Source: an optimization exercise on an open RTL-to-GDS flow (aim: small area). Production flows keep margins and buffers that such runs may drop. Function was not checked in any run shown here: the RTL went through the layout flow alone. Power and IR drop assume default switching activity.

**design/flow/constraint.sdc**
```tcl
create_clock -name core_clock -period 10.0 [get_ports {clk}]
set_input_delay 2.0000 -clock core_clock [delete_from_list [all_inputs] [get_ports {clk}]]
set_output_delay 2.0000 -clock core_clock [all_outputs]
set_load 0.01 [all_outputs]
```
**design/flow/config.mk**
```make
export PLATFORM = sky130hd
export DESIGN_NAME = sdh_top
export DESIGN_NICKNAME = sdh_top
export VERILOG_FILES = /design/flow/design.v
export SDC_FILE = /design/flow/constraint.sdc
export NUM_CORES = 4
export LEC_CHECK = 0
export CAP_MARGIN = 20
export CORE_MARGIN = 2
export CORE_UTILIZATION = 40
export SLEW_MARGIN = 20
```
**design/flow/design.v**
```verilog
module sdh_top #(
    parameter integer F_CLK = 50000000
) (
    input  wire        clk,
    input  wire        rst,
    input  wire        req_valid,
    output wire        req_ready,
    input  wire [3:0]  req_op,
    input  wire [31:0] req_arg,
    input  wire [5:0]  req_cmd,
    input  wire        req_keep,
    output reg         rsp_valid,
    output reg  [3:0]  rsp_status,
    output wire [7:0]  rsp_data,
    output wire [5:0]  rsp_cmd,
    output reg  [2:0]  rsp_shape,
    output wire [7:0]  rsp_token,
    output reg  [31:0] rsp_ext,
    output reg  [3:0]  rsp_npoll,
    output reg         rsp_busy,
    output reg         rsp_vdd_valid,
    output reg  [5:0]  rsp_vdd_low,
    output reg  [5:0]  rsp_vdd_high,
    output reg  [1:0]  rsp_va,
    output reg         sh_link,
    output reg         sh_en,
    output reg         sh_ai,
    output reg  [15:0] sh_addr,
    output reg  [2:0]  sh_cs,
    output reg         sh_fdiv_valid,
    output reg  [7:0]  sh_fdiv,
    output wire        tx_valid,
    output reg  [7:0]  tx_data,
    input  wire        tx_ready,
    input  wire        rx_valid,
    input  wire [7:0]  rx_data,
    output wire        rx_ready
);
    localparam [26:0] TWO_F = 2 * F_CLK;
    localparam OP_INIT = 4'd0, OP_CLOSE = 4'd1, OP_ENABLE = 4'd2, OP_DISABLE = 4'd3,
               OP_SETADDR = 4'd4, OP_SETAI = 4'd5, OP_RDCFG = 4'd6, OP_SPEED = 4'd7,
               OP_SELECT = 4'd8, OP_XCHG = 4'd9, OP_SDCMD = 4'd10, OP_SDACMD = 4'd11;
    localparam ST_OK = 4'd0, ST_RANGE = 4'd1, ST_VALUE = 4'd2, ST_STATE = 4'd3,
               ST_PROTO = 4'd4, ST_NOTOKEN = 4'd5, ST_R1ERR = 4'd6, ST_EXTERR = 4'd7,
               ST_BADOP = 4'd8;
    localparam SH_R1 = 3'd0, SH_R1B = 3'd1, SH_R2 = 3'd2, SH_R3 = 3'd3, SH_R7 = 3'd4;
    localparam K_FLUSH = 3'd0, K_CFGWR = 3'd1, K_CFGRD = 3'd2, K_SETADDR = 3'd3,
               K_WRHDR = 3'd4, K_WRDATA = 3'd5, K_RDHDR = 3'd6, K_RDDATA = 3'd7;
    localparam M_IDLE = 3'd0, M_CHECK = 3'd1, M_INIT = 3'd2, M_SINGLE = 3'd3,
               M_BRIDGE = 3'd4, M_DIV = 3'd5, M_SDEND = 3'd6;
    localparam P_SEL = 3'd0, P_FRAME = 3'd1, P_POLL = 3'd2, P_EXT = 3'd3,
               P_FLUSH = 3'd4, P_DESEL = 3'd5;
    reg [2:0]  st;
    reg [3:0]  r_op;
    reg [5:0]  r_cmd;
    reg        r_keep;
    reg        first;        
    reg [2:0]  ss;           
    reg [2:0]  sdp;          
    reg [2:0]  cnt;          
    reg        xph;          
    reg [1:0]  idx;
    reg        mism;
    reg [6:0]  crc;
    reg [6:0]  tok;
    reg [26:0] dv;           
    reg [9:0]  rc;           
    assign req_ready = (st == M_IDLE);
    assign rsp_token = {1'b0, tok};
    assign rsp_data  = rsp_ext[7:0];
    wire is_sd = (r_op == OP_SDCMD) || (r_op == OP_SDACMD);
    reg       cmd_def;
    reg [2:0] cmd_shape;
    always @(*) begin
        cmd_def   = 1'b1;
        cmd_shape = SH_R1;
        if (r_op == OP_SDACMD) begin
            case (r_cmd)
                6'd22, 6'd23, 6'd41, 6'd42, 6'd51: cmd_shape = SH_R1;
                6'd13:   cmd_shape = SH_R2;
                default: cmd_def = 1'b0;
            endcase
        end else begin
            case (r_cmd)
                6'd0, 6'd1, 6'd6, 6'd9, 6'd10, 6'd16, 6'd17, 6'd18, 6'd24, 6'd25, 6'd27,
                6'd30, 6'd32, 6'd33, 6'd42, 6'd55, 6'd56, 6'd59: cmd_shape = SH_R1;
                6'd12, 6'd28, 6'd29, 6'd38: cmd_shape = SH_R1B;
                6'd13:   cmd_shape = SH_R2;
                6'd58:   cmd_shape = SH_R3;
                6'd8:    cmd_shape = SH_R7;
                default: cmd_def = 1'b0;
            endcase
        end
    end
    assign rsp_cmd = first ? 6'd55 : r_cmd;
    always @(*) rsp_shape = cmd_shape;
    wire [2:0] shape_eff = first ? SH_R1 : cmd_shape;
    wire       ext_none  = (shape_eff == SH_R1);
    wire       ext_four  = (shape_eff == SH_R3) || (shape_eff == SH_R7);
    wire       keep_eff  = r_keep & ~first;
    wire sel_comp = is_sd ? (sdp == P_SEL || sdp == P_DESEL) : (r_op == OP_SELECT);
    wire is_speed = !is_sd && (r_op == OP_SPEED);
    wire [2:0] ss_end = (sel_comp || is_speed) ? 3'd3 : 3'd5;
    wire [1:0] alo = sel_comp ? 2'd2 : is_speed ? 2'd1 : 2'd3;
    wire [7:0] frame_byte = (cnt == 3'd0) ? {2'b01, rsp_cmd} :
                            (cnt == 3'd5) ? {crc, 1'b1} :
                            first ? 8'h00 : rsp_ext[31:24];
    reg [2:0]  kind;
    reg [1:0]  cfg;
    reg [15:0] addr;
    reg [7:0]  wbyte;
    always @(*) begin
        kind = K_RDDATA;
        cfg  = 2'b01;
        addr = {14'h2980, alo};    
        case (st)
            M_INIT: begin
                case (ss[1:0])
                    2'd0: kind = K_FLUSH;
                    2'd1: kind = K_CFGWR;
                    2'd2: kind = K_SETADDR;
                    default: begin kind = K_CFGWR; cfg = 2'b00; end
                endcase
                addr = 16'h0000;
            end
            M_SINGLE: begin
                case (r_op)
                    OP_ENABLE:  begin kind = K_CFGWR; cfg = {sh_ai, 1'b1}; end
                    OP_DISABLE: begin kind = K_CFGWR; cfg = {sh_ai, 1'b0}; end
                    OP_SETAI:   begin kind = K_CFGWR; cfg = {rsp_ext[0], 1'b1}; end
                    OP_SETADDR: kind = K_SETADDR;
                    default:    kind = K_CFGRD;
                endcase
                addr = rsp_ext[15:0];
            end
            default: begin
                case (ss)
                    3'd0: kind = K_CFGWR;
                    3'd1: kind = K_SETADDR;
                    3'd2: kind = K_WRHDR;
                    3'd3: kind = K_WRDATA;
                    3'd4: kind = K_RDHDR;
                    default: kind = K_RDDATA;
                endcase
            end
        endcase
        if (sel_comp)
            wbyte = is_sd ? ((sdp == P_DESEL) ? 8'hFF : 8'hFB)
                          : {5'b11111, rsp_ext[1:0] != 2'd2, rsp_ext[1:0] != 2'd1, rsp_ext[1:0] != 2'd0};
        else
            wbyte = is_sd ? ((sdp == P_FRAME) ? frame_byte : 8'hFF) : rsp_ext[7:0];
    end
    always @(*) begin
        case (kind)
            K_FLUSH:   tx_data = 8'h55;
            K_CFGWR:   tx_data = (idx == 2'd0) ? 8'h04 : {6'd0, cfg};
            K_CFGRD:   tx_data = 8'h02;
            K_SETADDR: tx_data = (idx == 2'd0) ? 8'h10 : (idx == 2'd1) ? addr[15:8] : addr[7:0];
            K_WRHDR:   tx_data = (idx == 2'd0) ? 8'h30 : 8'h00;
            K_RDHDR:   tx_data = (idx == 2'd0) ? 8'h20 : 8'h00;
            default:   tx_data = wbyte;
        endcase
    end
    reg [1:0] tx_last, rx_last;
    always @(*) begin
        case (kind)
            K_CFGWR, K_WRHDR, K_RDHDR: tx_last = 2'd1;
            K_SETADDR:                 tx_last = 2'd2;
            default:                   tx_last = 2'd0;
        endcase
        case (kind)
            K_CFGRD:   rx_last = 2'd1;
            K_SETADDR: rx_last = 2'd2;
            default:   rx_last = 2'd0;
        endcase
    end
    wire active = (st == M_INIT) || (st == M_SINGLE) || (st == M_BRIDGE);
    wire no_tx  = (kind == K_RDDATA);
    assign tx_valid = active && !xph && !no_tx;
    assign rx_ready = active && xph;
    wire [7:0] fix    = (idx != 2'd0 || kind == K_WRDATA) ? 8'h00 :
                        (kind == K_FLUSH) ? 8'hFF : 8'h01;
    wire       capb   = (kind == K_RDDATA) || (kind == K_CFGRD && idx == 2'd1);
    wire       rx_go  = rx_ready && rx_valid;
    wire       bad    = !capb && (rx_data != (tx_data ^ fix));
    wire       xdone  = rx_go && (idx == rx_last);
    wire       xerr   = mism || bad;
    wire [27:0] dsub  = {1'b0, dv} - {1'b0, rsp_ext[26:0]};
    wire        dneg  = dsub[27] || (rsp_ext[31:27] != 5'd0);
    wire        dzero = (dsub[26:0] == 27'd0);
    wire        dtake = !dneg && (!dzero || (rc[1] ^ rc[0]));
    wire [9:0]  rc_n  = dtake ? rc + 10'd1 : rc;
    wire        dstop = !dtake || dzero || (rc_n == 10'd512);
    wire [7:0]  fdiv  = (rc_n[9] && rc_n[8]) ? 8'd0 : rc_n[9] ? 8'd255 : rc_n[8:1];
    wire r7 = rx_data[7];
    always @(posedge clk) begin
        rsp_valid <= 1'b0;
        if (active) begin
            if (!xph) begin
                if (no_tx) begin
                    xph <= 1'b1;
                end else if (tx_ready) begin
                    if (idx == tx_last) begin
                        xph <= 1'b1;
                        idx <= 2'd0;
                    end else
                        idx <= idx + 2'd1;
                end
            end else if (rx_valid) begin
                if (bad) mism <= 1'b1;
                idx <= idx + 2'd1;
                if (capb && (!is_sd || (sdp == P_EXT) || (sdp == P_FRAME && cnt != 3'd0 && cnt != 3'd5 && !first)))
                    rsp_ext <= {rsp_ext[23:0], (is_sd && sdp == P_FRAME) ? 8'h00 : rx_data};
                if (xdone) begin
                    xph  <= 1'b0;
                    idx  <= 2'd0;
                    mism <= 1'b0;
                end
            end
            if (tx_valid && tx_ready && is_sd && sdp == P_FRAME && kind == K_WRDATA && cnt != 3'd5)
                crc <= crc7_byte((cnt == 3'd0) ? 7'd0 : crc, tx_data);
        end
        if (xdone && !xerr) begin
            case (kind)
                K_CFGWR: begin
                    sh_en <= cfg[0];
                    sh_ai <= cfg[1];
                end
                K_SETADDR: sh_addr <= addr;
                K_WRDATA, K_RDDATA: if (sh_ai) sh_addr <= sh_addr + 16'd1;
                default: ;
            endcase
        end
        case (st)
            M_IDLE: begin
                if (req_valid) begin
                    r_op    <= req_op;
                    r_cmd   <= req_cmd;
                    r_keep  <= req_keep;
                    rsp_ext <= req_arg;
                    st      <= M_CHECK;
                end
            end
            M_CHECK: begin
                rsp_status <= ST_OK;
                ss    <= 3'd0;
                sdp   <= P_SEL;
                cnt   <= 3'd0;
                xph   <= 1'b0;
                idx   <= 2'd0;
                mism  <= 1'b0;
                first <= (r_op == OP_SDACMD);
                rsp_npoll <= 4'd0;
                if (r_op[3:2] == 2'b11) begin
                    rsp_status <= ST_BADOP;
                    rsp_valid  <= 1'b1;
                    st         <= M_IDLE;
                end else if (r_op == OP_CLOSE) begin
                    sh_link       <= 1'b0;
                    sh_en         <= 1'b0;
                    sh_ai         <= 1'b0;
                    sh_addr       <= 16'h0000;
                    sh_cs         <= 3'd4;
                    sh_fdiv_valid <= 1'b0;
                    rsp_valid     <= 1'b1;
                    st            <= M_IDLE;
                end else if (r_op == OP_SPEED && rsp_ext == 32'd0) begin
                    rsp_status <= ST_RANGE;
                    rsp_valid  <= 1'b1;
                    st         <= M_IDLE;
                end else if (is_sd && !cmd_def) begin
                    rsp_status <= ST_VALUE;
                    rsp_valid  <= 1'b1;
                    st         <= M_IDLE;
                end else if ((r_op == OP_INIT) ? sh_link :
                             (!sh_link || ((r_op == OP_ENABLE) ? sh_en : (r_op != OP_RDCFG && !sh_en)))) begin
                    rsp_status <= ST_STATE;
                    rsp_valid  <= 1'b1;
                    st         <= M_IDLE;
                end else if (r_op == OP_INIT) begin
                    st <= M_INIT;
                end else if (r_op == OP_ENABLE || r_op == OP_DISABLE || r_op == OP_SETADDR ||
                             r_op == OP_SETAI || r_op == OP_RDCFG) begin
                    st <= M_SINGLE;
                end else begin
                    st <= M_BRIDGE;
                    if (r_op != OP_SELECT && !is_sd) ss <= 3'd1;
                end
            end
            M_INIT: begin
                if (xdone) begin
                    if (xerr || ss == 3'd3) begin
                        sh_link       <= !xerr;
                        sh_en         <= 1'b0;
                        sh_ai         <= 1'b0;
                        sh_addr       <= 16'h0000;
                        sh_cs         <= 3'd4;
                        sh_fdiv_valid <= 1'b0;
                        rsp_status    <= xerr ? ST_PROTO : ST_OK;
                        rsp_valid     <= 1'b1;
                        st            <= M_IDLE;
                    end else
                        ss <= ss + 3'd1;
                end
            end
            M_SINGLE: begin
                if (xdone) begin
                    rsp_status <= xerr ? ST_PROTO : ST_OK;
                    rsp_valid  <= 1'b1;
                    st         <= M_IDLE;
                end
            end
            M_DIV: begin
                if (dtake) dv <= dsub[26:0];
                rc <= rc_n;
                if (dstop) begin
                    rsp_ext[7:0] <= fdiv;
                    st <= M_BRIDGE;
                end
            end
            M_SDEND: begin
                if (first && rsp_status == ST_OK) begin
                    first     <= 1'b0;
                    rsp_npoll <= 4'd0;
                    sdp       <= P_SEL;
                    ss        <= 3'd0;
                    st        <= M_BRIDGE;
                end else begin
                    rsp_valid <= 1'b1;
                    st        <= M_IDLE;
                end
            end
            M_BRIDGE: begin
                if (xdone) begin
                    if (!xerr && ss != ss_end) begin
                        ss <= ss + 3'd1;
                        if (is_speed && ss == 3'd2) begin
                            dv <= TWO_F;
                            rc <= 10'h3FF;
                            st <= M_DIV;
                        end
                    end else if (!is_sd) begin
                        rsp_status <= xerr ? ST_PROTO : ST_OK;
                        rsp_valid  <= 1'b1;
                        st         <= M_IDLE;
                        if (!xerr) begin
                            if (r_op == OP_SELECT) sh_cs <= {1'b0, rsp_ext[1:0]};
                            if (is_speed) begin
                                sh_fdiv_valid <= 1'b1;
                                sh_fdiv       <= rsp_ext[7:0];
                            end
                        end
                    end else begin
                        ss  <= 3'd1;
                        cnt <= 3'd0;
                        case (sdp)
                            P_SEL: begin
                                if (xerr) begin
                                    rsp_status <= ST_PROTO;
                                    sdp <= P_FLUSH;
                                end else begin
                                    sh_cs <= 3'd2;
                                    sdp   <= P_FRAME;
                                end
                            end
                            P_FRAME: begin
                                if (xerr) begin
                                    rsp_status <= ST_PROTO;
                                    sdp <= P_FLUSH;
                                end else if (cnt == 3'd5)
                                    sdp <= P_POLL;
                                else
                                    cnt <= cnt + 3'd1;
                            end
                            P_POLL: begin
                                if (xerr) begin
                                    rsp_status <= ST_PROTO;
                                    sdp <= P_FLUSH;
                                end else begin
                                    rsp_npoll <= rsp_npoll + 4'd1;
                                    if (!r7) begin
                                        tok <= rx_data[6:0];
                                        if (rx_data[6:1] != 6'd0) begin
                                            rsp_status <= ST_R1ERR;
                                            sdp <= P_FLUSH;
                                        end else
                                            sdp <= ext_none ? P_FLUSH : P_EXT;
                                    end else if (rsp_npoll == 4'd7) begin
                                        rsp_status <= ST_NOTOKEN;
                                        sdp <= P_FLUSH;
                                    end
                                end
                            end
                            P_EXT: begin
                                if (xerr) begin
                                    rsp_status <= ST_PROTO;
                                    sdp <= P_FLUSH;
                                end else if (cnt == (ext_four ? 3'd3 : 3'd0)) begin
                                    if (shape_eff == SH_R2 && rx_data[7:1] != 7'd0)
                                        rsp_status <= ST_EXTERR;
                                    sdp <= P_FLUSH;
                                end else
                                    cnt <= cnt + 3'd1;
                            end
                            P_FLUSH: begin
                                if (xerr) begin
                                    if (rsp_status == ST_OK) rsp_status <= ST_PROTO;
                                    sdp <= P_DESEL;
                                    ss  <= 3'd0;
                                end else if (cnt == 3'd1) begin
                                    if (rsp_status != ST_OK || !keep_eff) begin
                                        sdp <= P_DESEL;
                                        ss  <= 3'd0;
                                    end else
                                        st <= M_SDEND;
                                end else
                                    cnt <= cnt + 3'd1;
                            end
                            default: begin  
                                if (xerr) begin
                                    if (rsp_status == ST_OK) rsp_status <= ST_PROTO;
                                end else
                                    sh_cs <= 3'd3;
                                st <= M_SDEND;
                            end
                        endcase
                    end
                end
            end
            default: st <= M_IDLE;
        endcase
        if (rst) begin
            st            <= M_IDLE;
            rsp_valid     <= 1'b0;
            sh_link       <= 1'b0;
            sh_en         <= 1'b0;
            sh_ai         <= 1'b0;
            sh_addr       <= 16'h0000;
            sh_cs         <= 3'd4;
            sh_fdiv_valid <= 1'b0;
        end
    end
    function [6:0] crc7_byte(input [6:0] c, input [7:0] d);
        integer i;
        reg fb;
        begin
            crc7_byte = c;
            for (i = 7; i >= 0; i = i - 1) begin
                fb = crc7_byte[6] ^ d[i];
                crc7_byte = {crc7_byte[5:0], 1'b0} ^ (fb ? 7'h09 : 7'h00);
            end
        end
    endfunction
    wire [8:0] vdd_map = rsp_ext[23:15];
    integer j;
    reg [3:0] lo, hi;
    always @(*) begin
        lo = 4'd0;
        hi = 4'd0;
        for (j = 8; j >= 0; j = j - 1)
            if (vdd_map[j]) lo = j[3:0];
        for (j = 0; j <= 8; j = j + 1)
            if (vdd_map[j]) hi = j[3:0];
        rsp_busy      = 1'b0;
        rsp_vdd_valid = 1'b0;
        rsp_vdd_low   = 6'd0;
        rsp_vdd_high  = 6'd0;
        rsp_va        = 2'd0;
        case (rsp_shape)
            SH_R1B: rsp_busy = (rsp_ext[7:0] == 8'h00);
            SH_R3: begin
                rsp_busy = ~rsp_ext[31];
                if (vdd_map != 9'd0) begin
                    rsp_vdd_valid = 1'b1;
                    rsp_vdd_low   = 6'd27 + {2'b00, lo};
                    rsp_vdd_high  = 6'd28 + {2'b00, hi};
                end
            end
            SH_R7: begin
                if (rsp_ext[11:8] == 4'b0001)
                    rsp_va = 2'd1;
                else if (rsp_ext[11:8] == 4'b0010)
                    rsp_va = 2'd2;
            end
            default: ;
        endcase
    end
endmodule
```
**design/flow/run.sh**
```bash
#!/bin/bash
# synth_recipe.tcl (not shown) runs the flow's synth.tcl, then flattens the netlist and writes it again
# the make line also repeats each setting of config.mk as NAME=value (left out here)
make -C /OpenROAD-flow-scripts/flow DESIGN_CONFIG=/design/flow/config.mk WORK_HOME=/design/flow/orfs CLKGATE_MAP_FILE= SYNTH_SCRIPT=/design/flow/synth_recipe.tcl finish
```
==> run summary, run 1 <==
* Status: finished clean
* Cells after Synth at between 1000 and 1500
* WL/cell at 23.3 um
* Clk sinks at 155
* Fin. max-slew vios at 0
* Total track usage at 28.8%
* Sequential share of the synthesized area at 32.2%
* Int Pwr at 2.35 mW
* HP Class: reg -> reg
* Die ar. at 32300 sq um
* Yosys reg bits at ~160
* Clk latency of the worst-skew pair at 440 ps
* Layout cells sized above 1 at 8.15%
* Routed vias at 12600
* Clock share of power at between 10% and 20%
* CP Class: reg -> out
* Top cell type's share of synthesized area at about a fifth
* Skew final at 17.0 ps
* Reg area at 3980 sq um
* Pin slew with the least headroom to its limit at 833 ps
* Mapped Area at between 10000 and 15000 sq um
* Synth Area per Inst at 8.26 sq um
* FFs w/ async S/R, synth at 0%
* Crit path largest cell delay at 860 ps
* First-pass GRT wire length at 72.8 mm
* Nature of the critical path startpoint: register
* Most used DFF post-synth: edfxtp_1
* Top-count cell post-synth: nand2_1
* Period Utilization, post-route at between 60% and 70%
* Leak at 5.48 nW
* EDFF count, synth at ~90
* Rows at between 60 and 70
* Final hold viol count at 0
* Pwr dens at 311 nW/um^2
* Multi-input logic area at 7770 sq um
* Fin area at 15000 sq um
* Die H at 180 um
* Synth cell count leaders: 153 x nand2_1, 149 x nor2_1, 107 x o21ai_0
* Leading area contributor after synthesis: edfxtp_1
* TNS Setup at 0 ps
* Iteration-0 DRC Markers at 1362
* Final setup vio count at 0
* Hold_buf cts at 0
* H-tree levels at 4
* Yosys cell types at 107
* Placement-stage cell area at 14400 sq um
* Vias in the first global route at approximately 12000
* Area growth syn-to-layout at 21.4%
* DRC viols at 0
* CTS tree: built
* Initial antenna violation count at 0
* Final hold slack at approximately 470 ps
* Rel. slew slack at around 44%
* NumNets Final at 1730
* Core ar. at 30500 sq um
* Via/cell ratio at 6.20
* Routed Antenna Nets at 0
* Final HPWL from detailed placement at approximately 36 mm
* Top area cells in the synthesized netlist: edfxtp_1 21%, dfxtp_1 11%, nand2_1 4.6%
* Max-Cap Viols at 0
* Number of port buffers at 178
* CP Capture Type: output pin
* # resized after CTS at 0
* RSZ-0062 raised after global routing: no
* Die W at 180 um
* Final Critical Period at between 6000 and 7000 ps
* Required time of the critical path at 8000 ps
* Clock root cell: clkbuf_16
* Max Root-Sink Buffers at 2
* Net Sw Frac at 49.8%
* TritonRoute pass-1 iters at 8
* Final wirelength at 47.6 mm
* Filler Cell Count at 2999
* Sequential cell fraction of total power at 24.1%
* Fmax achieved at 160 MHz
* IO Pins at 180
* # Post-CTS Setup Buffers at 0
* Initial core utilization at 40.5%
* Max VDD drop at between 100 and 150 uV
* Crit-path slowest cell: dfxtp_1
* Cells along the critical path: nor2b_2 -> a21oi_2 -> a2111oi_0 -> o21ai_0 -> a21boi_0 -> clkdlybuf4s50_1
* Remaining global-route overflow at 0
* Ant diodes at 0
* Clk slew on worst S/H paths at 70 ps
* Syn_nets at 1596
* Global placer's final weighted congestion at 1.00
* Worst Path Max Fanout at 22
* Comb power frac at 61.9%
* CTS Buf Count at 17
* Sw power at between 2 and 2.5 mW
* Largest net degree at the start of global routing at 59
* CP arrival at about 4200 ps
* Layout Utilization at just under 50%
* Synth warn at 1
## final timing paths
kind | start | endpoint | slack, ps | depth (start not counted)
setup reg to reg | rsp_ext[3] | rsp_ext[1] | 4260 | 21
hold reg to reg | sh_cs[2] | sh_cs[2] | 470 | 1
setup / recovery | st[1] | tx_data[1] | 3770 | 6
hold / removal | sh_cs[2] | sh_cs[2] | 470 | 1
## metal layers
metal | track usage (%) | wire (um) | vias to the layer above | share of wire [%]
li1 | - | - | 5808 | -
met1 | 38.0 | 20100 | 6103 | 42
met2 | 47.5 | 22300 | 610 | 47
met3 | 4.23 | 3290 | 120 | 6.9
met4 | 11.2 | 1920 | 0 | 4.0
met5 | 0 | 0 | - | 0
## cell families (layout without fill, tap and decap cells)
family	Yosys count	after routing	share of synthesized area (%)
muxes	47	47	3.88
xor gates and xnor gates	69	69	4.89
adders and majority gates	43	43	4.41
other	1	1	0.0303
and+or+nand+nor	590	590	24.3
AOI/OAI and AO/OA	440	440	25.0
DFF	155	155	32.2
buffers and inverters	152	299	5.27
## area by class of cell
class / count / share of cell area [%]
clock inverters: 15 / 0.925
inverters: 66 / 1.65
flip-flops and latches: 155 / 26.5
clock buffers: 17 / 2.83
repair buffers: 201 / 13.0
multi-input cells: 1190 / 51.7
well taps: 396 / 3.30
## worst max-delay path, delay by kind of cell (launching register included)
kind	cells	cell delay, ps
compound gates	4	1450
buf+inv	1	680
flops	1	860
simple gates	1	800
## layout by cell type (no fill, tap or decap), types with 22 or more instances in the layout
cell type,instances
nor2_1,147
nand3_1,42
buf_4,23
dfxtp_1,67
inv_1,66
xor2_1,23
o21ai_0,107
xnor2_1,46
ha_1,42
a21o_1,22
edfxtp_1,88
nor3_1,47
nand2_1,153
a21oi_1,90
a211oi_1,22
clkdlybuf4s50_1,178
mux2i_1,42
## power groups by stage
stage | sequential, mW | clock [mW] | combinational, mW
floorplan | 1.05 | 0 | 1.89
global placement | 1.12 | 0 | 2.83
detailed placement | 1.13 | 0 | 2.84
CTS | 1.12 | 0.663 | 2.85
global route | 1.14 | 0.684 | 3.12
finish | 1.13 | 0.652 | 2.89
## through the flow
stage	setup WS (ps)	cells	power, mW
after floorplan	3980	1497	2.93
after global placement	4380	2008	3.95
after detailed placement	4390	2008	3.97
after CTS	3920	2040	4.63
after global routing	3600	2040	4.94
final	3770	2040	4.67
## registers in the layout (all words and copies together) (netlist names), 2 cells and up, named ones only
| name | count |
|---|---|
| cnt | 3 |
| sh_addr | 16 |
| sh_fdiv | 8 |
| tok | 7 |
| ss | 3 |
| dv | 27 |
| r_op | 4 |
| sdp | 3 |
| st | 3 |
| sh_cs | 3 |
| rsp_ext | 32 |
| r_cmd | 6 |
| rsp_npoll | 4 |
| rsp_status | 4 |
| rc | 10 |
| idx | 2 |
| crc | 7 |
==> run 2: changes to the inputs <==
--- a/design/flow/config.mk
+++ b/design/flow/config.mk
@@ -5,6 +5,7 @@
 export SDC_FILE = /design/flow/constraint.sdc
 export NUM_CORES = 4
 export LEC_CHECK = 0
+export ABC_AREA = 1
 export CAP_MARGIN = 20
 export CORE_MARGIN = 2
 export CORE_UTILIZATION = 40
==> run summary, run 2 <==
* Status: finished clean
* Crit-path slowest cell: clkdlybuf4s50_1
* Nature of the critical path startpoint: register
* Worst Path Max Fanout at 16 (-27%)
* Cells along the critical path: inv_1 -> ha_1 -> nand2_1 -> nand2_1 -> o2111ai_1 -> o21ai_0 -> a21oi_1 -> nand2_1 -> inv_1 -> clkdlybuf4s50_1
* Most used DFF post-synth: edfxtp_1
* Top cell type's share of synthesized area at 21.6% (+0.21 points)
* Number of port buffers at 178 (unchanged)
* Top Registers: rsp_ext x32, dv x27, sh_addr x16
* CP Capture Type: output pin
* Most Frequent Cell on Critical Path: nand2_1
* Fin. max-slew vios at 0 (unchanged)
* Crit path largest cell delay at 530 ps (-330 ps)
* WL/cell at 19.4 um (-17%)
* Layout cells sized above 1 at 5.06% (-3.1 points)
* Clk slew on worst S/H paths at 80 ps (about the same)
* CTS Buf Count at 17 (unchanged)
* Clk sinks at 155 (unchanged)
* Fin area at 14900 sq um (-0.60%)
* Max-Cap Viols at 0 (unchanged)
* CTS tree: built
* TritonRoute pass-1 iters at 7 (-1)
* Max VDD drop at 162 uV (+13%)
* Initial core utilization at 40.3% (-0.18 points)
* Max Root-Sink Buffers at 2 (unchanged)
* Non-Filler Instances at 2433 (+19%)
* Skew final at 15.4 ps (-1.62 ps)
* Leak at 6.71 nW (+22%)
* Final hold slack at 456 ps (-10.4 ps)
* Final setup vio count at 0 (unchanged)
* Syn_nets at 1964 (+23%)
* Rows at 64 (unchanged)
* # Post-CTS Setup Buffers at 0 (unchanged)
* Die H at 179 um (-0.48%)
* Pin slew with the least headroom to its limit at 1100 ps (+266 ps)
* Final hold viol count at 0 (unchanged)
* H-tree levels at 4 (unchanged)
* Final HPWL from detailed placement at 37.2 mm (+3.3%)
* Top-count cell post-synth: nand2_1
* EDFF count, synth at 88 (unchanged)
* Clock root cell: clkbuf_16
* HP Class: reg -> reg
* IO Pins at 180 (unchanged)
* Die W at 179 um (-0.48%)
* FFs w/ async S/R, synth at 0% (unchanged)
* Clk latency of the worst-skew pair at 450 ps (about the same)
* Mapped Area at 12200 sq um (-0.97%)
* Sequential share of the synthesized area at 32.5% (+0.32 points)
* Vias in the first global route at 12500 (+4.4%)
* Total track usage at 29.4% (+0.65 points)
* Post-place setup slack at 4870 ps (+472 ps)
* Leading area contributor after synthesis: edfxtp_1
* Routed Antenna Nets at 0 (unchanged)
* Via/cell ratio at 5.52 (-11%)
* Initial antenna violation count at 0 (unchanged)
* Period Utilization, post-route at 56.8% (-5.5 points)
* Max reg flops at 32 (unchanged)
* Total power at 5.55 mW (+19%)
* Cells after Synth at 1865 (+25%)
* Yosys cell types at 66 (-38%)
* DRC viols at 0 (unchanged)
* Iteration-0 DRC Markers at 1588 (+17%)
* Final wirelength at 47.2 mm (-0.81%)
* Rel. slew slack at 26.2% (-18 points)
* CP Class: reg -> out
* Fmax achieved at 176 MHz (+9.7%)
* TNS Setup at 0 ps (unchanged)
* NumNets Final at 2123 (+23%)
* Largest net degree at the start of global routing at 45 (-24%)
* Routed vias at 13400 (+6.3%)
* Top area cells in the synthesized netlist: edfxtp_1 22%, nand2_1 16%, dfxtp_1 11%
* Required time of the critical path at 8000 ps (about the same)
* Layout Utilization at 49.2% (about the same)
* Most common cell after layout, fill and taps aside: nand2_1
* Ant diodes at 0 (unchanged)
* Worst setup margin at 4320 ps (+551 ps)
* Hold_buf cts at 0 (unchanged)
* # resized after CTS at 0 (unchanged)
* Core ar. at 30300 sq um (-0.53%)
* Biggest register: rsp_ext
* Pwr dens at 372 nW/um^2 (+20%)
* Synth cell count leaders: 531 x nand2_1, 268 x inv_1, 210 x nor2_1
* Synth warn at 1 (unchanged)
* Final Critical Period at 5680 ps (-551 ps)
* Synth Area per Inst at 6.57 sq um (-21%)
* Placed Instances at 2401 (+20%)
* Placement-stage cell area at 14300 sq um (-0.69%)
* RSZ-0062 raised after global routing: no
* Remaining global-route overflow at 0 (unchanged)
* Most frequent cells in the layout: 531 x nand2_1, 268 x inv_1, 210 x nor2_1
* Die ar. at 32000 sq um (-0.95%)
* Area growth syn-to-layout at 21.9%
* Yosys reg bits at 155 (unchanged)
* First-pass GRT wire length at 71.3 mm (-2.0%)
* CP arrival at 3680 ps (-550 ps)
* Global placer's final weighted congestion at 0.976 (-2.8%)
[run 2: cell types whose count changed after synthesis, sizes merged, moves of 24 or more]
cell and delta:
nor3 -24, nand3 +109, xnor2 -35, nand2 +391
clkbuf -29, inv +218, mux2i -43, nor2 +67
[run 2: cell families after synthesis]
| group | after synthesis | share of synthesized area [%] |
|---|---|---|
| compound gates | 279 | 13.4 |
| buf+inv | 334 | 10.9 |
| fa+ha+maj | 43 | 4.46 |
| simple gates | 1015 | 35.9 |
| xor+xnor | 38 | 2.72 |
| other cells | 1 | 0.0306 |
| flops | 155 | 32.5 |
[run 2: where the power goes]
group / internal, mW / total (mW) / switching, mW
sequential: 0.977 / 1.20 / 0.227
clock: 0.352 / 0.664 / 0.313
combinational: 1.25 / 3.68 / 2.43
total: 2.58 / 5.55 / 2.97
[run 2: worst max-delay path: cells and delay by family, from the launching register on]
family | cells | cell delay (ps)
buffers and inverters | 3 | 700
DFF | 1 | 430
adders and majority gates | 1 | 190
AOI/OAI and AO/OA | 3 | 1080
and+or+nand+nor | 3 | 830
[run 2: final timing paths]
check,startpoint,to,slack (ps),cells after the start
setup / recovery,cnt[0],tx_data[2],4320,10
hold / removal,sh_fdiv_valid,sh_fdiv_valid,460,2
setup reg to reg,rsp_ext[1],st[0],5080,30
hold reg to reg,sh_fdiv_valid,sh_fdiv_valid,460,2
[run 2: metal layers]
metal  up-vias  global-route usage, %  part of all wire (%)
li1       6449                      -                     -
met1      6328                   38.0                    41
met2       566                   49.9                    48
met3        90                   4.54                   7.8
met4         0                   10.3                   3.3
met5         -                      0                     0
[run 2: final cells by class]
cell class	count	area, sq um
Fill cell	3115	15400
Clock buffer	17	425
Multi-Input combinational cell	1376	6930
Inverter	288	1090
Timing Repair Buffer	186	1840
Sequential cell	155	3980
Tap cell	396	495
Clock inverter	15	154
==> run 3: changes to the inputs <==
--- a/design/flow/design.v
+++ b/design/flow/design.v
@@ -36,7 +36,8 @@
     input  wire [7:0]  rx_data,
     output wire        rx_ready
 );
-    localparam [26:0] TWO_F = 2 * F_CLK;
+    localparam [2:0] IW = 3'd4;
+    localparam [26:0] N2M1 = 2 * F_CLK - 1;
     localparam OP_INIT = 4'd0, OP_CLOSE = 4'd1, OP_ENABLE = 4'd2, OP_DISABLE = 4'd3,
                OP_SETADDR = 4'd4, OP_SETAI = 4'd5, OP_RDCFG = 4'd6, OP_SPEED = 4'd7,
                OP_SELECT = 4'd8, OP_XCHG = 4'd9, OP_SDCMD = 4'd10, OP_SDACMD = 4'd11;
@@ -59,12 +60,13 @@
     reg [2:0]  sdp;          
     reg [2:0]  cnt;          
     reg        xph;          
-    reg [1:0]  idx;
+    reg [2:0]  idx;          
     reg        mism;
     reg [6:0]  crc;
     reg [6:0]  tok;
     reg [26:0] dv;           
-    reg [9:0]  rc;           
+    reg [9:0]  dq;           
+    reg [3:0]  dk;           
     assign req_ready = (st == M_IDLE);
     assign rsp_token = {1'b0, tok};
     assign rsp_data  = rsp_ext[7:0];
@@ -153,11 +155,11 @@
     always @(*) begin
         case (kind)
             K_FLUSH:   tx_data = 8'h55;
-            K_CFGWR:   tx_data = (idx == 2'd0) ? 8'h04 : {6'd0, cfg};
+            K_CFGWR:   tx_data = (idx[1:0] == 2'd0) ? 8'h04 : {6'd0, cfg};
             K_CFGRD:   tx_data = 8'h02;
-            K_SETADDR: tx_data = (idx == 2'd0) ? 8'h10 : (idx == 2'd1) ? addr[15:8] : addr[7:0];
-            K_WRHDR:   tx_data = (idx == 2'd0) ? 8'h30 : 8'h00;
-            K_RDHDR:   tx_data = (idx == 2'd0) ? 8'h20 : 8'h00;
+            K_SETADDR: tx_data = (idx[1:0] == 2'd0) ? 8'h10 : (idx[1:0] == 2'd1) ? addr[15:8] : addr[7:0];
+            K_WRHDR:   tx_data = (idx[1:0] == 2'd0) ? 8'h30 : 8'h00;
+            K_RDHDR:   tx_data = (idx[1:0] == 2'd0) ? 8'h20 : 8'h00;
             default:   tx_data = wbyte;
         endcase
     end
@@ -176,44 +178,66 @@
     end
     wire active = (st == M_INIT) || (st == M_SINGLE) || (st == M_BRIDGE);
     wire no_tx  = (kind == K_RDDATA);
-    assign tx_valid = active && !xph && !no_tx;
+    assign tx_valid = active && !xph && !idx[2] && !no_tx;
     assign rx_ready = active && xph;
-    wire [7:0] fix    = (idx != 2'd0 || kind == K_WRDATA) ? 8'h00 :
+    wire [7:0] fix    = (idx[1:0] != 2'd0 || kind == K_WRDATA) ? 8'h00 :
                         (kind == K_FLUSH) ? 8'hFF : 8'h01;
     wire       capb   = (kind == K_RDDATA) || (kind == K_CFGRD && idx == 2'd1);
     wire       rx_go  = rx_ready && rx_valid;
     wire       bad    = !capb && (rx_data != (tx_data ^ fix));
-    wire       xdone  = rx_go && (idx == rx_last);
+    wire       xdone  = rx_go && (idx[1:0] == rx_last);
     wire       xerr   = mism || bad;
-    wire [27:0] dsub  = {1'b0, dv} - {1'b0, rsp_ext[26:0]};
-    wire        dneg  = dsub[27] || (rsp_ext[31:27] != 5'd0);
-    wire        dzero = (dsub[26:0] == 27'd0);
-    wire        dtake = !dneg && (!dzero || (rc[1] ^ rc[0]));
-    wire [9:0]  rc_n  = dtake ? rc + 10'd1 : rc;
-    wire        dstop = !dtake || dzero || (rc_n == 10'd512);
-    wire [7:0]  fdiv  = (rc_n[9] && rc_n[8]) ? 8'd0 : rc_n[9] ? 8'd255 : rc_n[8:1];
+    wire        dbig  = (rsp_ext[31:26] != 6'd0);
+    wire        dsmall = (rsp_ext[25:16] == 10'd0);
+    wire [27:0] dA    = {dv, N2M1[dk]};
+    reg  [27:0] dT;
+    reg         dbo;
+    integer     bi;
+    always @(*) begin
+        dbo = 1'b0;
+        for (bi = 0; bi < 28; bi = bi + 1) begin
+            dT[bi] = dA[bi] ^ (bi < 26 ? rsp_ext[bi] : 1'b0) ^ dbo;
+            dbo = (~dA[bi] & ((bi < 26 ? rsp_ext[bi] : 1'b0) | dbo)) | ((bi < 26 ? rsp_ext[bi] : 1'b0) & dbo);
+        end
+    end
+    wire        dqb   = ~dbo;
+    wire [10:0] dQ    = {dq, dqb};
+    reg  [7:0]  ddec;
+    reg         dbw;
+    integer     di;
+    always @(*) begin
+        dbw = ~dQ[0];
+        for (di = 0; di < 8; di = di + 1) begin
+            ddec[di] = dQ[di + 1] ^ dbw;
+            dbw = dbw & ~dQ[di + 1];
+        end
+    end
+    wire        dsat  = dQ[10] | dQ[9] | (dQ[8:0] == 9'h1FF);
+    wire [7:0]  fdiv  = dsat ? 8'd255 : ddec;
     wire r7 = rx_data[7];
     always @(posedge clk) begin
         rsp_valid <= 1'b0;
         if (active) begin
             if (!xph) begin
-                if (no_tx) begin
+                if (idx[2]) begin
+                    idx <= inc3(idx);
+                end else if (no_tx) begin
                     xph <= 1'b1;
                 end else if (tx_ready) begin
-                    if (idx == tx_last) begin
+                    if (idx[1:0] == tx_last) begin
                         xph <= 1'b1;
-                        idx <= 2'd0;
+                        idx <= 3'd0;
                     end else
-                        idx <= idx + 2'd1;
+                        idx <= inc3(idx);
                 end
             end else if (rx_valid) begin
                 if (bad) mism <= 1'b1;
-                idx <= idx + 2'd1;
+                idx <= inc3(idx);
                 if (capb && (!is_sd || (sdp == P_EXT) || (sdp == P_FRAME && cnt != 3'd0 && cnt != 3'd5 && !first)))
                     rsp_ext <= {rsp_ext[23:0], (is_sd && sdp == P_FRAME) ? 8'h00 : rx_data};
                 if (xdone) begin
                     xph  <= 1'b0;
-                    idx  <= 2'd0;
+                    idx  <= IW;
                     mism <= 1'b0;
                 end
             end
@@ -227,7 +251,7 @@
                     sh_ai <= cfg[1];
                 end
                 K_SETADDR: sh_addr <= addr;
-                K_WRDATA, K_RDDATA: if (sh_ai) sh_addr <= sh_addr + 16'd1;
+                K_WRDATA, K_RDDATA: if (sh_ai) sh_addr[2:0] <= inc3(sh_addr[2:0]);
                 default: ;
             endcase
         end
@@ -247,7 +271,7 @@
                 sdp   <= P_SEL;
                 cnt   <= 3'd0;
                 xph   <= 1'b0;
-                idx   <= 2'd0;
+                idx   <= IW;
                 mism  <= 1'b0;
                 first <= (r_op == OP_SDACMD);
                 rsp_npoll <= 4'd0;
@@ -300,7 +324,7 @@
                         rsp_valid     <= 1'b1;
                         st            <= M_IDLE;
                     end else
-                        ss <= ss + 3'd1;
+                        ss <= inc3(ss);
                 end
             end
             M_SINGLE: begin
@@ -311,10 +335,11 @@
                 end
             end
             M_DIV: begin
-                if (dtake) dv <= dsub[26:0];
-                rc <= rc_n;
-                if (dstop) begin
-                    rsp_ext[7:0] <= fdiv;
+                dv <= dqb ? dT[26:0] : dA[26:0];
+                dq <= dQ[9:0];
+                dk <= dk - 4'd1;
+                if (dk == 4'd0 || dbig || dsmall) begin
+                    rsp_ext[7:0] <= dbig ? 8'd0 : dsmall ? 8'd255 : fdiv;
                     st <= M_BRIDGE;
                 end
             end
@@ -333,10 +358,10 @@
             M_BRIDGE: begin
                 if (xdone) begin
                     if (!xerr && ss != ss_end) begin
-                        ss <= ss + 3'd1;
+                        ss <= inc3(ss);
                         if (is_speed && ss == 3'd2) begin
-                            dv <= TWO_F;
-                            rc <= 10'h3FF;
+                            dv <= N2M1 >> 11;
+                            dk <= 4'd10;
                             st <= M_DIV;
                         end
                     end else if (!is_sd) begin
@@ -370,14 +395,14 @@
                                 end else if (cnt == 3'd5)
                                     sdp <= P_POLL;
                                 else
-                                    cnt <= cnt + 3'd1;
+                                    cnt <= inc3(cnt);
                             end
                             P_POLL: begin
                                 if (xerr) begin
                                     rsp_status <= ST_PROTO;
                                     sdp <= P_FLUSH;
                                 end else begin
-                                    rsp_npoll <= rsp_npoll + 4'd1;
+                                    rsp_npoll <= inc4(rsp_npoll);
                                     if (!r7) begin
                                         tok <= rx_data[6:0];
                                         if (rx_data[6:1] != 6'd0) begin
@@ -400,7 +425,7 @@
                                         rsp_status <= ST_EXTERR;
                                     sdp <= P_FLUSH;
                                 end else
-                                    cnt <= cnt + 3'd1;
+                                    cnt <= inc3(cnt);
                             end
                             P_FLUSH: begin
                                 if (xerr) begin
@@ -414,7 +439,7 @@
                                     end else
                                         st <= M_SDEND;
                                 end else
-                                    cnt <= cnt + 3'd1;
+                                    cnt <= inc3(cnt);
                             end
                             default: begin  
                                 if (xerr) begin
@@ -440,6 +465,45 @@
             sh_fdiv_valid <= 1'b0;
         end
     end
+    function [15:0] inc16(input [15:0] a);
+        integer i;
+        reg c;
+        begin
+            c = 1'b1;
+            for (i = 0; i < 16; i = i + 1) begin
+                inc16[i] = a[i] ^ c;
+                c = c & a[i];
+            end
+        end
+    endfunction
+    function [8:0] inc9(input [8:0] a);
+        integer i;
+        reg c;
+        begin
+            c = 1'b1;
+            for (i = 0; i < 9; i = i + 1) begin
+                inc9[i] = a[i] ^ c;
+                c = c & a[i];
+            end
+        end
+    endfunction
+    function [4:0] inc5(input [4:0] a);
+        integer i;
+        reg c;
+        begin
+            c = 1'b1;
+            for (i = 0; i < 5; i = i + 1) begin
+                inc5[i] = a[i] ^ c;
+                c = c & a[i];
+            end
+        end
+    endfunction
+    function [3:0] inc4(input [3:0] a);
+        inc4 = {a[3] ^ (a[2] & a[1] & a[0]), a[2] ^ (a[1] & a[0]), a[1] ^ a[0], ~a[0]};
+    endfunction
+    function [2:0] inc3(input [2:0] a);
+        inc3 = {a[2] ^ (a[1] & a[0]), a[1] ^ a[0], ~a[0]};
+    endfunction
     function [6:0] crc7_byte(input [6:0] c, input [7:0] d);
         integer i;
         reg fb;
==> run summary, run 3 <==
* Final hold viol count at 0 (unchanged)
* Sequential cell fraction of total power at 25.7% (+4.0 points)
* Rows at 59 (-7.8%)
* Placement-stage cell area at 12800 sq um (-10%)
* Via/cell ratio at 5.51 (-0.17%)
* Comb power frac at 59.2% (-7.1 points)
* Mapped Area at 10500 sq um (-14%)
* Iteration-0 DRC Markers at 1006 (-37%)
* Initial core utilization at 40.5% (+0.11 points)
* CP arrival at 11900 ps (+8220 ps)
* Yosys reg bits at 160 (+3.2%)
* Synth Area per Inst at 7.67 sq um (+17%)
* Total track usage at 25.7% (-3.7 points)
* Cells after Synth at 1366 (-27%)
* Skew final at 14.7 ps (-0.672 ps)
* Area growth syn-to-layout at 33.8%
* First-pass GRT wire length at 55.4 mm (-22%)
* Post-place setup slack at -1530 ps (-6400 ps)
* Synth warn at 1 (unchanged)
* Top area cells in the synthesized netlist: edfxtp_1 26%, dfxtp_1 13%, nand2_1 9.1%
* Clk sinks at 160 (+3.2%)
* EDFF count, synth at 92 (+4.5%)
* Status: finished with violations
* Die H at 166 um (-7.3%)
* H-tree levels at 4 (unchanged)
* TritonRoute pass-1 iters at 5 (-2)
* SO Faults: setup timing
* Clock share of power at 15.1% (+3.1 points)
* Top Registers: rsp_ext x32, dv x27, sh_addr x16
* HP Class: reg -> reg
* Initial antenna violation count at 0 (unchanged)
* CTS Buf Count at 17 (unchanged)
* DRC viols at 0 (unchanged)
* Clk latency of the worst-skew pair at 450 ps (about the same)
* Crit-path slowest cell: edfxtp_1
* Max-Cap Viols at 0 (unchanged)
* Most Frequent Cell on Critical Path: fa_2
* Worst setup margin at -1610 ps (-5930 ps)
* Int Pwr at 2.39 mW (-7.3%)
* Die W at 166 um (-7.3%)
* Leading area contributor after synthesis: edfxtp_1
* Routed Antenna Nets at 0 (unchanged)
* Max Root-Sink Buffers at 2 (unchanged)
* NumNets Final at 1669 (-21%)
* Most frequent cells in the layout: 241 x nand2_1, 191 x inv_1, 178 x clkdlybuf4s50_1
* Final Critical Period at 11610 ps (+5930 ps)
* Layout cells sized above 1 at 14.2% (+9.2 points)
* Max reg flops at 32 (unchanged)
* Yosys cell types at 55 (-17%)
* Leak at 5.77 nW (-14%)
* Pin slew with the least headroom to its limit at 1140 ps (+38.5 ps)
* Synth cell count leaders: 253 x nand2_1, 198 x inv_1, 166 x nor2_1
* Top-count cell post-synth: nand2_1
* Global placer's final weighted congestion at 0.901 (-7.7%)
* Ant diodes at 0 (unchanged)
* Clk slew on worst S/H paths at 80 ps (about the same)
* Final hold slack at 462 ps (+5.37 ps)
* Fin. max-slew vios at 0 (unchanged)
* Die ar. at 27500 sq um (-14%)
* CTS tree: built
* Pwr dens at 329 nW/um^2 (-12%)
* Rel. slew slack at 24.2% (-2.0 points)
* Max VDD drop at 199 uV (+23%)
* Top cell type's share of synthesized area at 26.4% (+4.8 points)
* RSZ-0062 raised after global routing: yes
* Final HPWL from detailed placement at 26.7 mm (-28%)
* Number of port buffers at 178 (unchanged)
* Crit path largest cell delay at 370 ps (-160 ps)
* Period Utilization, post-route at 116% (+59 points)
* Syn_nets at 1473 (-25%)
* Most used DFF post-synth: edfxtp_1
* Clock root cell: clkbuf_16
* CP Class: reg -> reg
* Remaining global-route overflow at 0 (unchanged)
* Sequential share of the synthesized area at 39.3% (+6.8 points)
* FFs w/ async S/R, synth at 0% (unchanged)
* Core ar. at 25900 sq um (-15%)
* Fin area at 14000 sq um (-6.0%)
* Nature of the critical path startpoint: register
* Biggest register: rsp_ext
* Fmax achieved at 86.1 MHz (-51%)
* Largest net degree at the start of global routing at 45 (unchanged)
* WL/cell at 19.4 um (-0.17%)
* IO Pins at 180 (unchanged)
* Required time of the critical path at 10290 ps (+2290 ps)
* Final setup vio count at 36 (+36)
* Final wirelength at 37.0 mm (-22%)
* Most common cell after layout, fill and taps aside: nand2_1
* Routed vias at 10500 (-22%)
* Net Sw Frac at 48.2% (-5.4 points)
* Worst Path Max Fanout at 2 (-14)
* Sw power at 2.22 mW (-25%)
* Vias in the first global route at 9864 (-21%)
* CP Capture Type: register
## run 3: worst max-delay path: cells and delay by family, from the launching register on
family                     cells  cell delay (ps)
xor gates and xnor gates       1              140
AOI/OAI and AO/OA              1              140
buffers and inverters          3              160
DFF                            1              370
adders and majority gates     36            10420
and+or+nand+nor                3              210
## run 3: routing by layer
metal  up-vias  GRT usage (%)  part of all wire [%]
met2       463           42.7                    48
met3        65           3.81                   6.4
li1       4955              -                     -
met1      5044           34.9                    43
met4         0           7.56                   2.5
met5         -              0                     0
## run 3: worst paths after layout
kind,startpoint,endpoint,slack (ps),cells after the start
hold / removal,sh_cs[2],sh_cs[2],460,2
hold reg to reg,sh_cs[2],sh_cs[2],460,2
setup / recovery,dk[0],rsp_ext[7],-1610,44
setup reg to reg,dk[0],rsp_ext[7],-1610,44
## run 3: repair_timing
item                       CTS  global route
setup endpoints to repair   36            36
setup buffers                2            14
gates cloned                 1             4
hold buffers                 0             0
pin swaps                    3             9
gates resized for setup     12            87
## run 3: power by group through the flow
| stage | logic [mW] | registers [mW] | clock network (mW) |
|---|---|---|---|
| 6_report | 2.73 | 1.19 | 0.697 |
| 4_1_cts | 2.58 | 1.18 | 0.699 |
| 5_1_grt | 3.00 | 1.21 | 0.728 |
| 2_1_floorplan | 1.62 | 1.18 | 0 |
| 3_5_place_dp | 2.55 | 1.19 | 0 |
| 3_3_place_gp | 2.51 | 1.19 | 0 |
## run 3: cell type report
| cell class | instances | area (sq um) |
|---|---|---|
| clock buffer | 17 | 425 |
| clock inverter | 15 | 186 |
| fill | 2409 | 11900 |
| inverter | 210 | 808 |
| multi-input combinational | 945 | 5730 |
| sequential | 160 | 4120 |
| tap | 335 | 419 |
| timing repair buffer | 228 | 2330 |
## run 3: logic make-up after synthesis
logic type	Yosys count	share of synthesized area (%)
AOI/OAI and AO/OA	285	16.2
buffers and inverters	261	10.0
muxes	1	0.0955
adders and majority gates	51	7.88
other	1	0.0358
and+or+nand+nor	582	24.3
xor gates and xnor gates	25	2.09
DFF	160	39.3
## run 3: metrics by stage
step | power (mW) | TNS, ps | util, % | std cells
2_1_floorplan | 2.80 | -14950 | - | 1366
3_3_place_gp | 3.71 | -29000 | 49.5 | 1856
3_5_place_dp | 3.74 | -32600 | 49.5 | 1857
4_1_cts | 4.46 | -30700 | 52.2 | 1892
5_1_grt | 4.94 | -50650 | 54.1 | 1910
6_report | 4.61 | -43000 | 54.1 | 1910
==> run 4: changes to the inputs <==
--- a/design/flow/design.v
+++ b/design/flow/design.v
@@ -67,6 +67,8 @@
     reg [26:0] dv;           
     reg [9:0]  dq;           
     reg [3:0]  dk;           
+    reg [4:0]  bk;           
+    reg        pd, dc, sg, fi;
     assign req_ready = (st == M_IDLE);
     assign rsp_token = {1'b0, tok};
     assign rsp_data  = rsp_ext[7:0];
@@ -187,20 +189,17 @@
     wire       bad    = !capb && (rx_data != (tx_data ^ fix));
     wire       xdone  = rx_go && (idx[1:0] == rx_last);
     wire       xerr   = mism || bad;
-    wire        dbig  = (rsp_ext[31:26] != 6'd0);
+    wire        dbig   = (rsp_ext[31:26] != 6'd0);
     wire        dsmall = (rsp_ext[25:16] == 10'd0);
-    wire [27:0] dA    = {dv, N2M1[dk]};
-    reg  [27:0] dT;
-    reg         dbo;
-    integer     bi;
-    always @(*) begin
-        dbo = 1'b0;
-        for (bi = 0; bi < 28; bi = bi + 1) begin
-            dT[bi] = dA[bi] ^ (bi < 26 ? rsp_ext[bi] : 1'b0) ^ dbo;
-            dbo = (~dA[bi] & ((bi < 26 ? rsp_ext[bi] : 1'b0) | dbo)) | ((bi < 26 ? rsp_ext[bi] : 1'b0) & dbo);
-        end
-    end
-    wire        dqb   = ~dbo;
+    localparam [26:0] DR0 = N2M1 >> 11;
+    wire        dlast = (bk == 5'd26);
+    wire        dfst  = (bk == 5'd0);
+    wire        da    = dfst ? N2M1[dk] : fi ? DR0[bk - 5'd1] : pd;
+    wire        dbb   = rsp_ext[0] ^ ~sg;         
+    wire        dcin  = dfst ? ~sg : dc;
+    wire        dsum  = da ^ dbb ^ dcin;
+    wire        dco   = (da & dbb) | (da & dcin) | (dbb & dcin);
+    wire        dqb   = ~dsum;                    
     wire [10:0] dQ    = {dq, dqb};
     reg  [7:0]  ddec;
     reg         dbw;
@@ -244,6 +243,24 @@
             if (tx_valid && tx_ready && is_sd && sdp == P_FRAME && kind == K_WRDATA && cnt != 3'd5)
                 crc <= crc7_byte((cnt == 3'd0) ? 7'd0 : crc, tx_data);
         end
+        dv <= {dsum, dv[26:1]};
+        pd <= dv[0];
+        dc <= dco;
+        if (st != M_DIV) begin
+            bk <= 5'd0;
+            dk <= 4'd10;
+            sg <= 1'b0;
+            fi <= 1'b1;
+        end else begin
+            bk <= inc5(bk);
+            if (dlast) begin
+                bk <= 5'd0;
+                dk <= dk - 4'd1;
+                sg <= dsum;
+                fi <= 1'b0;
+                dq <= dQ[9:0];
+            end
+        end
         if (xdone && !xerr) begin
             case (kind)
                 K_CFGWR: begin
@@ -335,11 +352,9 @@
                 end
             end
             M_DIV: begin
-                dv <= dqb ? dT[26:0] : dA[26:0];
-                dq <= dQ[9:0];
-                dk <= dk - 4'd1;
-                if (dk == 4'd0 || dbig || dsmall) begin
-                    rsp_ext[7:0] <= dbig ? 8'd0 : dsmall ? 8'd255 : fdiv;
+                rsp_ext[26:0] <= {rsp_ext[0], rsp_ext[26:1]};
+                if (dlast && dk == 4'd0) begin
+                    rsp_ext[7:0] <= fdiv;
                     st <= M_BRIDGE;
                 end
             end
@@ -360,9 +375,11 @@
                     if (!xerr && ss != ss_end) begin
                         ss <= inc3(ss);
                         if (is_speed && ss == 3'd2) begin
-                            dv <= N2M1 >> 11;
-                            dk <= 4'd10;
                             st <= M_DIV;
+                            if (dbig || dsmall) begin
+                                rsp_ext[7:0] <= dbig ? 8'd0 : 8'd255;
+                                st <= M_BRIDGE;
+                            end
                         end
                     end else if (!is_sd) begin
                         rsp_status <= xerr ? ST_PROTO : ST_OK;
==> run summary, run 4 <==
* Routed Antenna Nets at 0 (unchanged)
* Worst setup margin at 4420 ps (+6030 ps)
* Rows at 58 (-1.7%)
* Most frequent cells in the layout: 287 x nand2_1, 192 x inv_1, 178 x clkdlybuf4s50_1
* Largest net degree at the start of global routing at 56 (+24%)
* Global placer's final weighted congestion at 0.968 (+7.4%)
* Max VDD drop at 405 uV (+100%)
* Vias in the first global route at 9838 (-0.26%)
* Synth cell count leaders: 287 x nand2_1, 192 x inv_1, 167 x nor2_1
* Routed vias at 10400 (-0.85%)
* First-pass GRT wire length at 56.6 mm (+2.2%)
* CTS Buf Count at 17 (unchanged)
* Clk sinks at 169 (+5.6%)
* IO Pins at 180 (unchanged)
* CP Class: reg -> out
* Leak at 5.43 nW (-5.9%)
* Top area cells in the synthesized netlist: dfxtp_1 21%, edfxtp_1 18%, nand2_1 10%
* # resized after CTS at 0 (-12)
* Max-Cap Viols at 0 (unchanged)
* Clk slew on worst S/H paths at 80 ps (about the same)
* Iteration-0 DRC Markers at 835 (-17%)
* Synth warn at 1 (unchanged)
* Syn_nets at 1493 (+1.4%)
* Ant diodes at 0 (unchanged)
* Mapped Area at 10300 sq um (-2.0%)
* Worst Hold End: dv[12]
* Initial core utilization at 40.8% (+0.34 points)
* Die W at 164 um (-0.99%)
* Fmax achieved at 179 MHz (+110%)
* Max Root-Sink Buffers at 2 (unchanged)
* Max reg flops at 32 (unchanged)
* Clk latency of the worst-skew pair at 440 ps (about the same)
* Clock root cell: clkbuf_16
* Beginning of the worst hold path: dv[13]
* Worst R2R Setup Slack at 5250 ps (+6860 ps)
* Skew final at 16.0 ps (+1.34 ps)
* Status: finished clean
* Hold_buf cts at 0 (unchanged)
* Yosys reg bits at 169 (+5.6%)
* Final HPWL from detailed placement at 28.7 mm (+7.6%)
* CP arrival at 3580 ps (-8320 ps)
* Top-count cell post-synth: nand2_1
* Final hold viol count at 0 (unchanged)
* Hold Path Cell Cnt at 0 (-2)
* H-tree levels at 4 (unchanged)
* Area growth syn-to-layout at 25.6%
* Most used DFF post-synth: dfxtp_1
* Total track usage at 27.7% (+2.0 points)
* RSZ-0062 raised after global routing: no
* DRC viols at 0 (unchanged)
* Worst setup path startpoint: ss[0]
* Biggest register: rsp_ext
* Cells after Synth at 1405 (+2.9%)
* HP Class: reg -> reg
* Initial antenna violation count at 0 (unchanged)
* WL/cell at 19.4 um (about the same)
* Final Critical Period at 5580 ps (-6030 ps)
* Worst Path Max Fanout at 11 (+9)
* # Post-CTS Setup Buffers at 0 (-2)
* Top cell type's share of synthesized area at 21.0% (-5.3 points)
* EDFF count, synth at 61 (-34%)
* Top Registers: rsp_ext x32, dv x27, sh_addr x16
* FFs w/ async S/R, synth at 0% (unchanged)
* Yosys cell types at 57 (+3.6%)
* Final wirelength at 37.0 mm (about the same)
* Via/cell ratio at 5.46 (-0.91%)
* Layout cells sized above 1 at 6.64% (-7.6 points)
* Final hold slack at 330 ps (-132 ps)
* Pin slew with the least headroom to its limit at 1060 ps (-78.3 ps)
* Die ar. at 27000 sq um (-2.0%)
* RR Endpoint: sh_fdiv[1]
* Number of cells on the worst reg-to-reg path at 20 (-55%)
* Leading area contributor after synthesis: dfxtp_1
* Nature of the critical path startpoint: register
* CTS tree: built
* Number of port buffers at 178 (unchanged)
* Fin. max-slew vios at 0 (unchanged)
* Die H at 164 um (-0.99%)
* Sequential share of the synthesized area at 38.9% (-0.46 points)
* Core ar. at 25200 sq um (-2.8%)
* Worst reg2reg path startpoint: ss[0]
* Synth Area per Inst at 7.31 sq um (-4.7%)
* Required time of the critical path at 8000 ps (-2290 ps)
* Period Utilization, post-route at 55.8% (-60 points)
* Most common cell after layout, fill and taps aside: nand2_1
* NumNets Final at 1656 (-0.78%)
* TritonRoute pass-1 iters at 5 (unchanged)
* Rel. slew slack at 28.9% (+4.7 points)
* Final setup vio count at 0 (-100%)
* Post-place setup slack at 4870 ps (+6400 ps)
* Pwr dens at 358 nW/um^2 (+8.9%)
* TNS Setup at 0 ps (+43000 ps)
* Remaining global-route overflow at 0 (unchanged)
* CP Capture Type: output pin
[run 4: changes by cell type in the layout (fill, tap and decap cells not counted), moves of 8 or more]
cell / change
edfxtp_1: -31
o221ai_1: +13
nand3_1: +10
dfxtp_1: +40
nand2_1: +46
nor2_2: +9
nand4_1: +8
a21oi_2: -14
ha_4: -12
buf_4: -28
fa_2: -25
o21ai_2: -12
ha_1: +17
[run 4: cell families after synthesis]
| group | count (synthesis) | share of synthesized area (%) |
|---|---|---|
| adder cells (fa/ha/maj) | 32 | 3.97 |
| flip-flops | 169 | 38.9 |
| multiplexers | 1 | 0.0974 |
| XOR/XNOR | 25 | 2.13 |
| buffers and inverters | 250 | 9.96 |
| other | 1 | 0.0365 |
| AO/OA/AOI/OAI | 275 | 16.1 |
| AND/OR/NAND/NOR | 652 | 28.8 |
[run 4: worst max path at each step]
stage / end / slack, ps / cells past startpoint
2_1_floorplan: sh_fdiv[0] / 6010 / 13
3_3_place_gp: sh_fdiv[2] / 4960 / 14
3_5_place_dp: sh_fdiv[6] / 4870 / 15
4_1_cts: tx_data[0] / 4450 / 11
5_1_grt: tx_data[0] / 4070 / 12
6_report: tx_data[0] / 4420 / 11
[run 4: layer usage]
| layer | vias to the layer above | global-route usage, % | wire length (um) |
|---|---|---|---|
| met5 | - | 0 | 0 |
| li1 | 5026 | - | - |
| met2 | 479 | 42.5 | 16300 |
| met4 | 0 | 10.0 | 1210 |
| met3 | 67 | 5.91 | 3220 |
| met1 | 4865 | 38.3 | 16300 |
[run 4: cell type report]
class / count / area, sq um
Multi-Input combinational cell: 986 / 5260
Inverter: 211 / 803
Sequential cell: 169 / 3990
Timing Repair Buffer: 183 / 1820
Tap cell: 330 / 413
Clock buffer: 17 / 425
Fill cell: 2466 / 12300
Clock inverter: 15 / 190
[run 4: metrics by stage]
stage | power (mW) | utilization [%] | std cells | area [sq um]
6_report | 4.62 | 51.2 | 1911 | 12900
5_1_grt | 4.95 | 51.2 | 1911 | 12900
4_1_cts | 4.59 | 51.2 | 1911 | 12900
3_5_place_dp | 3.89 | 48.8 | 1879 | 12300
3_3_place_gp | 3.87 | 48.8 | 1879 | 12300
2_1_floorplan | 2.93 | - | 1405 | 10300
[run 4: where the power goes]
group | switching (mW) | leakage (nW) | internal [mW]
clock | 0.336 | 0.302 | 0.363
sequential | 0.255 | 1.46 | 0.992
combinational | 1.74 | 3.67 | 0.937
total | 2.33 | 5.43 | 2.29
[run 4: worst max-delay path: stages, from the launching register on]
cell             delay (ps)
edfxtp_1                490
ha_1                    290
o21ai_0                 290
o211ai_1                150
nand2_1                 400
inv_1                   210
nand2_4                 190
inv_2                   100
a22oi_1                 230
nand2_1                 120
inv_1                   110
clkdlybuf4s50_1         540

separate check: timing with driven ports:
No port has a modelled driver above. Below, the same layouts with a new extraction and two added sets of constraints.
Step 1 sets driving cells, clkbuf_16 on the clock port and buf_2 on the other inputs (assumed; they add their load-dependent delay and slew).
Step 2, shift: input delay + t, output delay - t, t = (earliest + latest rising clock arrival at the registers) / 2. This alone moves slack from input paths to output paths.
a / b / c = ideal / step 1 / step 2; a / b = the first two.
run	t, ns	setup slack, ns	worst setup path after step 2	worst slew at a driven data input, ns
run 1	0.483	3.766 / 3.715 / 4.198	register to output	0.06
run 2	0.492	4.317 / 4.268 / 4.760	register to output	0.06
run 3	0.492	-1.610 / -1.610 / -1.610	register to register	0.05
run 4	0.487	4.424 / 4.373 / 4.819	input to register	0.05
